This is an optimization exercise on Yosys and OpenROAD, whose aim is small area, a short achievable clock period and few clock cycles per item, not a production implementation. In this exercise RTL edits were held to simulation tests only and were not proved equivalent to the original.

==> design/flow/design.v <==
module epdc (
    input  wire        clk,
    input  wire        rst,           
    input  wire        wr_en,
    input  wire [7:0]  wr_addr,       
    input  wire [15:0] wr_data,
    input  wire        start,
    input  wire [7:0]  len,           
    output reg         busy,
    output reg         done,
    output reg  [8:0]  edge_pos,      
    output reg  [8:0]  liq_pos,       
    output reg  [16:0] thr_near,
    output reg  [7:0]  bnd_near,      
    output reg  [16:0] thr_far,
    output reg  [7:0]  bnd_far,       
    output reg         edge_ext,
    output reg  [5:0]  n_peaks,
    input  wire [4:0]  pk_idx,
    output wire [7:0]  pk_pos,        
    output wire [15:0] pk_amp,
    output wire [7:0]  pk_left,       
    output wire [7:0]  pk_right,      
    output wire [15:0] pk_prom,
    output wire [1:0]  pk_role        
);
    localparam WIN_OFF   = 40;
    localparam WIN_LAST  = 130;
    localparam DET_THR   = 225;
    localparam BND_THR   = 90;
    localparam MIN_PROM  = 60;
    localparam QUIET_THR = 250;
    localparam ROLE_EDGE  = 2'd1;
    localparam ROLE_LIQ   = 2'd2;
    localparam ROLE_INTF  = 2'd3;
    localparam S_IDLE   = 5'd0;
    localparam S_SMOOTH = 5'd1;
    localparam S_DINIT0 = 5'd2;
    localparam S_DINIT1 = 5'd3;
    localparam S_SCAN   = 5'd4;
    localparam S_WALKL  = 5'd5;
    localparam S_WALKR  = 5'd6;
    localparam S_PROML  = 5'd7;
    localparam S_PROMR  = 5'd8;
    localparam S_MERGE  = 5'd9;
    localparam S_FLUSH  = 5'd10;
    localparam S_CLASS  = 5'd11;
    localparam S_LIQ    = 5'd12;
    localparam S_BETW   = 5'd13;
    localparam S_EXT    = 5'd14;
    localparam S_FAR    = 5'd15;
    localparam S_FARCHK = 5'd16;
    localparam S_SRCH   = 5'd17;
    localparam S_FINAL  = 5'd18;
    localparam S_SENT   = 5'd19;
    reg [4:0] state;
    reg  [15:0] mem [0:WIN_LAST];
    reg  [7:0]  ra;                   
    wire [15:0] rd = mem[ra];
    reg         eng_we;
    reg  [7:0]  eng_wa;
    reg  [15:0] eng_wd;
    wire [7:0]  host_wa = wr_addr - WIN_OFF;
    wire        host_we = wr_en && !busy && wr_addr >= WIN_OFF && wr_addr <= WIN_OFF + WIN_LAST;
    always @(posedge clk) begin
        if (eng_we)
            mem[eng_wa] <= eng_wd;
        else if (host_we)
            mem[host_wa] <= wr_data;
    end
    reg [7:0]  p_pos  [0:31];
    reg [15:0] p_amp  [0:31];
    reg [7:0]  p_lb   [0:31];
    reg [7:0]  p_rb   [0:31];
    reg [15:0] p_prom [0:31];
    reg [5:0]  np;                    
    reg [4:0]  li;                    
    assign pk_pos   = p_pos[pk_idx] + WIN_OFF;
    assign pk_amp   = p_amp[pk_idx];
    assign pk_left  = p_lb[pk_idx] + WIN_OFF;
    assign pk_right = p_rb[pk_idx] + WIN_OFF;
    assign pk_prom  = p_prom[pk_idx];
    assign pk_role  = (pk_idx == 5'd0) ? ROLE_EDGE :
                      (pk_idx == li)   ? ROLE_LIQ  : ROLE_INTF;
    reg [7:0]  j;                     
    reg [15:0] sh1, sh2, sh3, sh4;
    reg [7:0]  i;
    reg [15:0] s_m1, s_0, s_p1;
    reg [5:0]  ncand;
    reg [7:0]  c_pos, c_lb, c_rb;
    reg [15:0] c_amp, c_prom;
    reg [15:0] cur;                   
    reg [15:0] vmin_l, vmin_r;
    reg [1:0]  vcnt;
    reg        clv;
    reg [7:0]  cl_pos, cl_lb, cl_rb;
    reg [15:0] cl_amp, cl_prom;
    reg [4:0]  k;
    reg [7:0]  lim;
    reg        lfound;
    reg        stv;
    reg [4:0]  st;
    reg        ext;
    reg [7:0]  cr;
    reg [15:0] ca;
    reg        fne;                   
    reg [7:0]  f_rb;
    reg [15:0] f_amp;
    reg [7:0]  p;
    reg [7:0]  bfl;
    wire [15:0] sm_in  = (j <= WIN_LAST) ? rd : 16'd0;
    wire [18:0] sm_sum = sh1 + sh2 + sh3 + sh4 + sm_in;
    wire [7:0]  sm_idx = j - 8'd2;
    wire [18:0] sm_q   = (sm_idx == 8'd0 || sm_idx == WIN_LAST)     ? sm_sum / 3 :
                         (sm_idx == 8'd1 || sm_idx == WIN_LAST - 1) ? sm_sum / 4 :
                                                                      sm_sum / 5;
    wire [15:0] mg_min = (c_amp < cl_amp) ? c_amp : cl_amp;
    wire [15:0] mg_max = (c_amp < cl_amp) ? cl_amp : c_amp;
    wire        mg_ok  = (c_pos - cl_pos <= 8'd3) && (mg_min * 10 > mg_max * 7);
    wire [7:0]  e_pos  = p_pos[0];
    wire [7:0]  l_pos  = p_pos[li];
    wire [7:0]  k_pos  = p_pos[k];
    wire [15:0] k_amp  = p_amp[k];
    wire [16:0] tn_w   = ca + (ca * 3) / 20;
    wire [15:0] fa_w   = fne ? f_amp : 16'd250;
    wire [16:0] tf_w   = fa_w + (fa_w * 2 + 5) / 10;
    wire [7:0]  bn_l1  = cr + 8'd3;
    wire [7:0]  bn_l2  = l_pos - 8'd3;
    wire [7:0]  bn_raw = ((bn_l1 < bn_l2) ? bn_l1 : bn_l2) + WIN_OFF;
    wire [7:0]  bf_cap = l_pos - 8'd2;
    wire [7:0]  bf_raw = ((bfl < bf_cap) ? bfl : bf_cap) + WIN_OFF;
    always @(*) begin
        ra     = j;
        eng_we = 1'b0;
        eng_wa = sm_idx;
        eng_wd = sm_q[15:0];
        case (state)
            S_SMOOTH: begin
                ra     = j;
                eng_we = (j >= 8'd2);
            end
            S_DINIT0, S_DINIT1: ra = j;
            S_SCAN:   ra = i + 8'd1;
            S_WALKL:  ra = c_lb - 8'd1;
            S_WALKR:  ra = c_rb + 8'd1;
            S_PROML:  ra = c_lb - vcnt;
            S_PROMR:  ra = c_rb + vcnt;
            S_SRCH:   ra = p + vcnt;
            default:  ra = j;
        endcase
    end
    always @(posedge clk) begin
        if (rst) begin
            state <= S_IDLE;
            busy  <= 1'b0;
            done  <= 1'b0;
        end else begin
            case (state)
                S_IDLE: begin
                    if (start) begin
                        busy <= 1'b1;
                        done <= 1'b0;
                        if (len < 8'd171) begin
                            state <= S_SENT;
                        end else begin
                            j     <= 8'd0;
                            sh1   <= 16'd0;
                            sh2   <= 16'd0;
                            sh3   <= 16'd0;
                            sh4   <= 16'd0;
                            state <= S_SMOOTH;
                        end
                    end
                end
                S_SMOOTH: begin
                    sh1 <= sh2;
                    sh2 <= sh3;
                    sh3 <= sh4;
                    sh4 <= sm_in;
                    if (j == WIN_LAST + 2) begin
                        j     <= 8'd0;
                        state <= S_DINIT0;
                    end else begin
                        j <= j + 8'd1;
                    end
                end
                S_DINIT0: begin
                    s_m1  <= rd;
                    j     <= 8'd1;
                    state <= S_DINIT1;
                end
                S_DINIT1: begin
                    s_0   <= rd;
                    i     <= 8'd1;
                    ncand <= 6'd0;
                    np    <= 6'd0;
                    clv   <= 1'b0;
                    state <= S_SCAN;
                end
                S_SCAN: begin
                    s_p1 <= rd;
                    if (s_0 > s_m1 && s_0 >= rd && s_0 >= DET_THR) begin
                        c_pos <= i;
                        c_amp <= s_0;
                        c_lb  <= i;
                        c_rb  <= i;
                        cur   <= s_0;
                        state <= S_WALKL;
                    end else if (i == WIN_LAST - 1) begin
                        state <= S_FLUSH;
                    end else begin
                        s_m1 <= s_0;
                        s_0  <= rd;
                        i    <= i + 8'd1;
                    end
                end
                S_WALKL: begin
                    if (c_lb != 8'd0 && rd <= cur && rd > BND_THR) begin
                        c_lb <= c_lb - 8'd1;
                        cur  <= rd;
                    end else begin
                        cur   <= c_amp;
                        state <= S_WALKR;
                    end
                end
                S_WALKR: begin
                    if (c_rb != WIN_LAST && rd <= cur && rd > BND_THR) begin
                        c_rb <= c_rb + 8'd1;
                        cur  <= rd;
                    end else begin
                        vcnt   <= 2'd0;
                        vmin_l <= 16'hffff;
                        state  <= S_PROML;
                    end
                end
                S_PROML: begin
                    if (rd < vmin_l)
                        vmin_l <= rd;
                    if (vcnt == 2'd2 || c_lb == {6'd0, vcnt}) begin
                        vcnt   <= 2'd0;
                        vmin_r <= 16'hffff;
                        state  <= S_PROMR;
                    end else begin
                        vcnt <= vcnt + 2'd1;
                    end
                end
                S_PROMR: begin
                    if (vcnt == 2'd2 || c_rb + vcnt == WIN_LAST) begin
                        if (rd < vmin_r && rd < vmin_l)
                            c_prom <= c_amp - rd;
                        else if (vmin_r < vmin_l)
                            c_prom <= c_amp - vmin_r;
                        else
                            c_prom <= c_amp - vmin_l;
                        state <= S_MERGE;
                    end else begin
                        if (rd < vmin_r)
                            vmin_r <= rd;
                        vcnt <= vcnt + 2'd1;
                    end
                end
                S_MERGE: begin
                    if (!clv) begin
                        clv     <= 1'b1;
                        cl_pos  <= c_pos;
                        cl_amp  <= c_amp;
                        cl_lb   <= c_lb;
                        cl_rb   <= c_rb;
                        cl_prom <= c_prom;
                    end else if (mg_ok) begin
                        if (c_amp > cl_amp) begin
                            cl_pos <= c_pos;
                            cl_amp <= c_amp;
                        end
                        if (c_lb < cl_lb)     cl_lb   <= c_lb;
                        if (c_rb > cl_rb)     cl_rb   <= c_rb;
                        if (c_prom > cl_prom) cl_prom <= c_prom;
                    end else begin
                        if (cl_prom >= MIN_PROM) begin
                            p_pos[np[4:0]]  <= cl_pos;
                            p_amp[np[4:0]]  <= cl_amp;
                            p_lb[np[4:0]]   <= cl_lb;
                            p_rb[np[4:0]]   <= cl_rb;
                            p_prom[np[4:0]] <= cl_prom;
                            np <= np + 6'd1;
                        end
                        cl_pos  <= c_pos;
                        cl_amp  <= c_amp;
                        cl_lb   <= c_lb;
                        cl_rb   <= c_rb;
                        cl_prom <= c_prom;
                    end
                    ncand <= ncand + 6'd1;
                    if (ncand == 6'd31 || i == WIN_LAST - 1) begin
                        state <= S_FLUSH;
                    end else begin
                        s_m1  <= s_0;
                        s_0   <= s_p1;
                        i     <= i + 8'd1;
                        state <= S_SCAN;
                    end
                end
                S_FLUSH: begin
                    if (clv && cl_prom >= MIN_PROM) begin
                        p_pos[np[4:0]]  <= cl_pos;
                        p_amp[np[4:0]]  <= cl_amp;
                        p_lb[np[4:0]]   <= cl_lb;
                        p_rb[np[4:0]]   <= cl_rb;
                        p_prom[np[4:0]] <= cl_prom;
                        np <= np + 6'd1;
                    end
                    state <= S_CLASS;
                end
                S_CLASS: begin
                    if (np < 6'd2) begin
                        state <= S_SENT;
                    end else begin
                        lim    <= e_pos + ((8'd131 - e_pos) * 40) / 100;
                        k      <= 5'd1;
                        li     <= 5'd0;
                        lfound <= 1'b0;
                        state  <= S_LIQ;
                    end
                end
                S_LIQ: begin
                    if (k_pos > lim && (!lfound || k_amp > p_amp[li])) begin
                        li     <= k;
                        lfound <= 1'b1;
                    end
                    if ({1'b0, k} == np - 6'd1) begin
                        if (!(k_pos > lim && (!lfound || k_amp > p_amp[li])) && !lfound)
                            li <= k;
                        k     <= 5'd1;
                        stv   <= 1'b0;
                        st    <= 5'd0;
                        state <= S_BETW;
                    end else begin
                        k <= k + 5'd1;
                    end
                end
                S_BETW: begin
                    if (k != li && k_pos < l_pos && (!stv || k_amp > p_amp[st])) begin
                        st  <= k;
                        stv <= 1'b1;
                    end
                    if ({1'b0, k} == np - 6'd1) begin
                        state <= S_EXT;
                    end else begin
                        k <= k + 5'd1;
                    end
                end
                S_EXT: begin
                    if (stv && p_amp[st] >= p_amp[0]) begin
                        ext <= 1'b1;
                        cr  <= p_rb[st];
                        ca  <= p_amp[st];
                    end else begin
                        ext <= 1'b0;
                        cr  <= p_rb[0];
                        ca  <= p_amp[0];
                    end
                    k     <= 5'd1;
                    fne   <= 1'b0;
                    f_rb  <= 8'd0;
                    f_amp <= 16'd0;
                    state <= S_FAR;
                end
                S_FAR: begin
                    if (k != li && (!ext || k_pos > p_pos[st])) begin
                        fne <= 1'b1;
                        if (p_rb[k] > f_rb) f_rb  <= p_rb[k];
                        if (k_amp > f_amp)  f_amp <= k_amp;
                    end
                    if ({1'b0, k} == np - 6'd1) begin
                        state <= S_FARCHK;
                    end else begin
                        k <= k + 5'd1;
                    end
                end
                S_FARCHK: begin
                    bfl  <= 8'd152;
                    p    <= f_rb;
                    vcnt <= 2'd0;
                    if (fne && f_rb + 8'd2 < l_pos)
                        state <= S_SRCH;
                    else
                        state <= S_FINAL;
                end
                S_SRCH: begin
                    if (rd >= QUIET_THR) begin
                        vcnt <= 2'd0;
                        if (p + 8'd3 < l_pos)
                            p <= p + 8'd1;
                        else
                            state <= S_FINAL;
                    end else if (vcnt == 2'd2) begin
                        bfl   <= p;
                        state <= S_FINAL;
                    end else begin
                        vcnt <= vcnt + 2'd1;
                    end
                end
                S_FINAL: begin
                    edge_pos <= {1'b0, e_pos} + WIN_OFF;
                    liq_pos  <= {1'b0, l_pos} + WIN_OFF;
                    thr_near <= tn_w;
                    thr_far  <= tf_w;
                    edge_ext <= ext;
                    n_peaks  <= np;
                    if (bf_raw < bn_raw) begin
                        bnd_near <= bf_raw;
                        bnd_far  <= bn_raw;
                    end else if (bf_raw == bn_raw) begin
                        bnd_near <= bn_raw;
                        bnd_far  <= bf_raw + 8'd1;
                    end else begin
                        bnd_near <= bn_raw;
                        bnd_far  <= bf_raw;
                    end
                    busy  <= 1'b0;
                    done  <= 1'b1;
                    state <= S_IDLE;
                end
                S_SENT: begin
                    edge_pos <= 9'h1ff;
                    liq_pos  <= 9'h1ff;
                    thr_near <= 17'd400;
                    bnd_near <= 8'd60;
                    thr_far  <= 17'd250;
                    bnd_far  <= 8'd152;
                    edge_ext <= 1'b0;
                    n_peaks  <= 6'd0;
                    busy     <= 1'b0;
                    done     <= 1'b1;
                    state    <= S_IDLE;
                end
                default: state <= S_IDLE;
            endcase
        end
    end
endmodule
==> design/flow/run.sh <==
#!/bin/bash
# synth_recipe.tcl (not shown) runs the flow's synth.tcl, then flattens the netlist and writes it again
# the make line also repeats each setting of config.mk as NAME=value (left out here)
make -C /OpenROAD-flow-scripts/flow DESIGN_CONFIG=/design/flow/config.mk WORK_HOME=/design/flow/orfs CLKGATE_MAP_FILE= SYNTH_SCRIPT=/design/flow/synth_recipe.tcl finish
==> design/flow/config.mk <==
export PLATFORM = sky130hd
export DESIGN_NAME = epdc
export DESIGN_NICKNAME = epdc
export VERILOG_FILES = /design/flow/design.v
export SDC_FILE = /design/flow/constraint.sdc
export NUM_CORES = 4
export LEC_CHECK = 0
export CAP_MARGIN = 20
export CORE_MARGIN = 2
export CORE_UTILIZATION = 40
export PLACE_DENSITY = 0.6
export SLEW_MARGIN = 20
==> design/flow/constraint.sdc <==
create_clock -name core_clock -period 22.0 [get_ports {clk}]
set_input_delay 4.4000 -clock core_clock [delete_from_list [all_inputs] [get_ports {clk}]]
set_output_delay 4.4000 -clock core_clock [all_outputs]
set_load 0.01 [all_outputs]
==> results by group <==
Global routing
  – Vias in the first global route: 134,000
  – Total grt overflow: 0
  – Largest net degree at the start of global routing: 132
  – GRT Overall Usage: 23.3%
  – Global-route wire length before repair: 950 mm
  – Initial antenna violation count: 25

STA
  – Period utilization: 93.3%
  – Post-route minimum period: 20.53 ns
  – RSZ-0062 raised after global routing: no
  – Clock skew: 0.0762 ns
  – Slew @ Worst Pin: 1.22 ns
  – FMAX: 48.7 MHz
  – Hold Violations, Final: 0
  – Max-slew violation count: 0
  – TNS Setup: 0 ns
  – Relative slew slack: 18.9%
  – Setup ws final: 1.47 ns
  – Endpoints failing setup: 0

Flow run
  – Max Cap Viol: 0

Cells and area
  – Multi-input gate area: 83,500 um2
  – Storage element area: 131,000 um2
  – Final Core Density: 45.0%
  – Most common cell after layout, fill and taps aside: edfxtp_1
  – Area growth syn-to-layout: 12.4%
  – Commonest cells after routing, fill and taps aside: edfxtp_1, nand2_1, mux4_2, a211oi_1, a21oi_1
  – Layout cells sized above 1: 19.6%
  – Fin nets: 15,600
  – Non-Filler Instances: 22,600
  – Final Cell Area: 247,000 um2
  – Fill cells: 47,700

Floorplan
  – Die height: 745 um
  – # IOs: 176
  – Core ar.: 548,000 um2
  – Chip width: 745 um
  – Initial Utilization: 40.1%
  – Die area: 554,000 um2
  – Row count: 272

Logic synthesis
  – Area contributors post-synth: edfxtp_1, mux4_2, ha_1
  – Cells after synthesis: 14,800
  – Synth area leader: edfxtp_1
  – Flop and latch count out of synthesis: 4,379
  – Yosys warns: 1
  – Synth cell types: 124
  – Post-synthesis cell area: 219,000 um2
  – FFs w/ async S/R, synth: 0%
  – Number of synthesized flops with an enable pin: 4,357
  – Yosys top cell area share: 59.6%
  – Mean Syn Cell Area: 14.8 um2
  – Syn Nets: 15,400
  – Synth Flop Type: edfxtp_1
  – Register area share after synthesis: 59.8%

Drt
  – Drt total wl: 660 mm
  – Met1 wire length: 260 mm
  – Vias: 139,000
  – Final ANT Viol Nets: 0
  – Detailed router's first-iteration violation count: 16,200
  – Vias/cell: 6.13
  – Drt wl/cell: 29.2 um
  – Metal2 WL: 320 mm
  – Highest metal layer with signal wires: met5
  – Remaining DRCs: 0
  – First-pass detailed-route iteration total: 6
  – Met3 WL post-DR: 52.7 mm

Placement
  – Post-DP Area: 231,000 um2
  – Routability congestion estimate: 0.852
  – Placed Cells: 21,700
  – Detail Placement HPWL: 399 mm
  – PortBufs: 175
  – Dpl ws: 1.03 ns

Setup path
  – Kind of critical path: flip-flop to flip-flop
  – Critical Path Fanout Max: 104
  – Critical path's slowest cell: o211a_4
  – Crit path launch type: flip-flop
  – Critical path's largest stage delay: 0.76 ns
  – Worst setup EP type: flip-flop
  – Critical path arrival: 21.24 ns
  – CP dominant cell by count: a21oi_1
  – Req. time, crit path: 22.71 ns

Min path
  – Min-Delay Path Class: flip-flop to flip-flop

Clock network
  – CTS Sinks: 4,379
  – Post-CTS setup repair buffer count: 0
  – Clock buffer depth: 4
  – Clk pin slew, worst setup/hold paths: 0.06 ns
  – TritonCTS clock tree: done
  – CTS Hold Buffers Added: 0
  – Clk latency of the worst-skew pair: 1.06 ns
  – CTS Buf Count: 458
  – Root Driver: clkbuf_16
  – CTS H-tree depth: 5

Status
  – Outcome: finished clean
## synth_stat cells (all sizes together), types with 74 or more instances
cell type,n
a211oi,817
nor2b,93
nand3,115
xnor2,262
nand2b,96
inv,407
fa,74
a21oi,680
edfxtp,4357
nor2,560
ha,500
mux2,150
nor3,104
clkbuf,783
buf,219
and2,641
nand2,1480
xor2,98
mux2i,144
a31oi,298
mux4,1441
o21ai,366
a311oi,283
## timing repair
action	4_1_cts	5_1_grt
endpoints found under the setup margin	0	235
resized for setup	0	6
endpoints found under the hold margin	0	0
## stage by stage
stage	hold WS, ns
global placement	0.432
global route	0.458
CTS	0.450
floorplan	0.424
finish	0.448
detailed placement	0.435
## routing by layer
metal,global-route usage [%],vias up
met5,0,-
met4,8.59,10
li1,-,59400
met3,3.39,1204
met2,38.7,6341
met1,31.1,71600
## cell families (layout without fill, tap and decap cells)
logic type / Yosys count / after routing / share of synthesized area (%)
DFF: 4379 / 4379 / 59.8
AOI/OAI and AO/OA: 2973 / 2973 / 9.22
buffers and inverters: 1414 / 1949 / 2.45
adders and majority gates: 595 / 595 / 3.62
other: 0 / 9 / 0
muxes: 1735 / 1735 / 16.2
xor gates and xnor gates: 361 / 361 / 1.47
and+or+nand+nor: 3352 / 3352 / 7.18
## final cells by class
cell class	instances	share of cell area, %
Timing Repair Buffer	688	2.52
Antenna cell	9	0.00913
Sequential cell	4379	53.2
Tap cell	7261	3.68
Multi-Input combinational cell	9016	33.8
Clock inverter	281	1.18
Clock buffer	568	4.89
Inverter	412	0.627
## worst max-delay path, delay by kind of cell (launching register included)
family	cells	cell delay, ns
AO/OA/AOI/OAI	39	11.32
buffers and inverters	7	2.10
adder cells (fa/ha/maj)	7	2.56
multiplexers	1	0.27
AND/OR/NAND/NOR	11	3.24
flip-flops	1	0.54
## sequential cells by signal (all words and copies together), names as in the netlist, 17 cells and up, named ones only
name	flops
thr_near	17
thr_far	17
p_prom	512
p_lb	256
p_rb	256
p_pos	256
mem	2096
p_amp	512
## worst paths after layout
check                start    endpoint  slack (ns)  cells after the start
setup / recovery  state[1]  mem[20][0]        1.47                     65
hold / removal    c_pos[0]   cl_pos[0]        0.45                      0
setup reg to reg  state[1]  mem[20][0]        1.47                     65
hold reg to reg   c_pos[0]   cl_pos[0]        0.45                      0
Testbench counts, summed over its fixed seeds: cycles 177,932, items 384.

[static timing again, ports no longer ideal]
In the flow no input, the clock included, has a driving cell. The finished layout below was timed again as built, in two steps.
Step 1 assumes that a clkbuf_16 drives the clock port and a buf_2 every other input.
Step 2 adds t to the input delays and takes it off the output delays; t is the mean of the earliest and latest rising clock arrival at the registers after step 1. Input paths then give back, and output paths get back, about the clock's delay inside the block.
a / b / c = ideal ports / drivers / drivers and shift; a / b = the first two.
t (ns): 1.158
setup slack, ns: 1.471 / 1.471 / 1.471
worst setup path after step 2: register to register
clock arrival spread, ns: 0.076 / 0.076
After both steps this run still meets setup and hold. For this run, drivers alone change the setup slack by 0.000 ns; drivers and shift together by 0.000 ns.
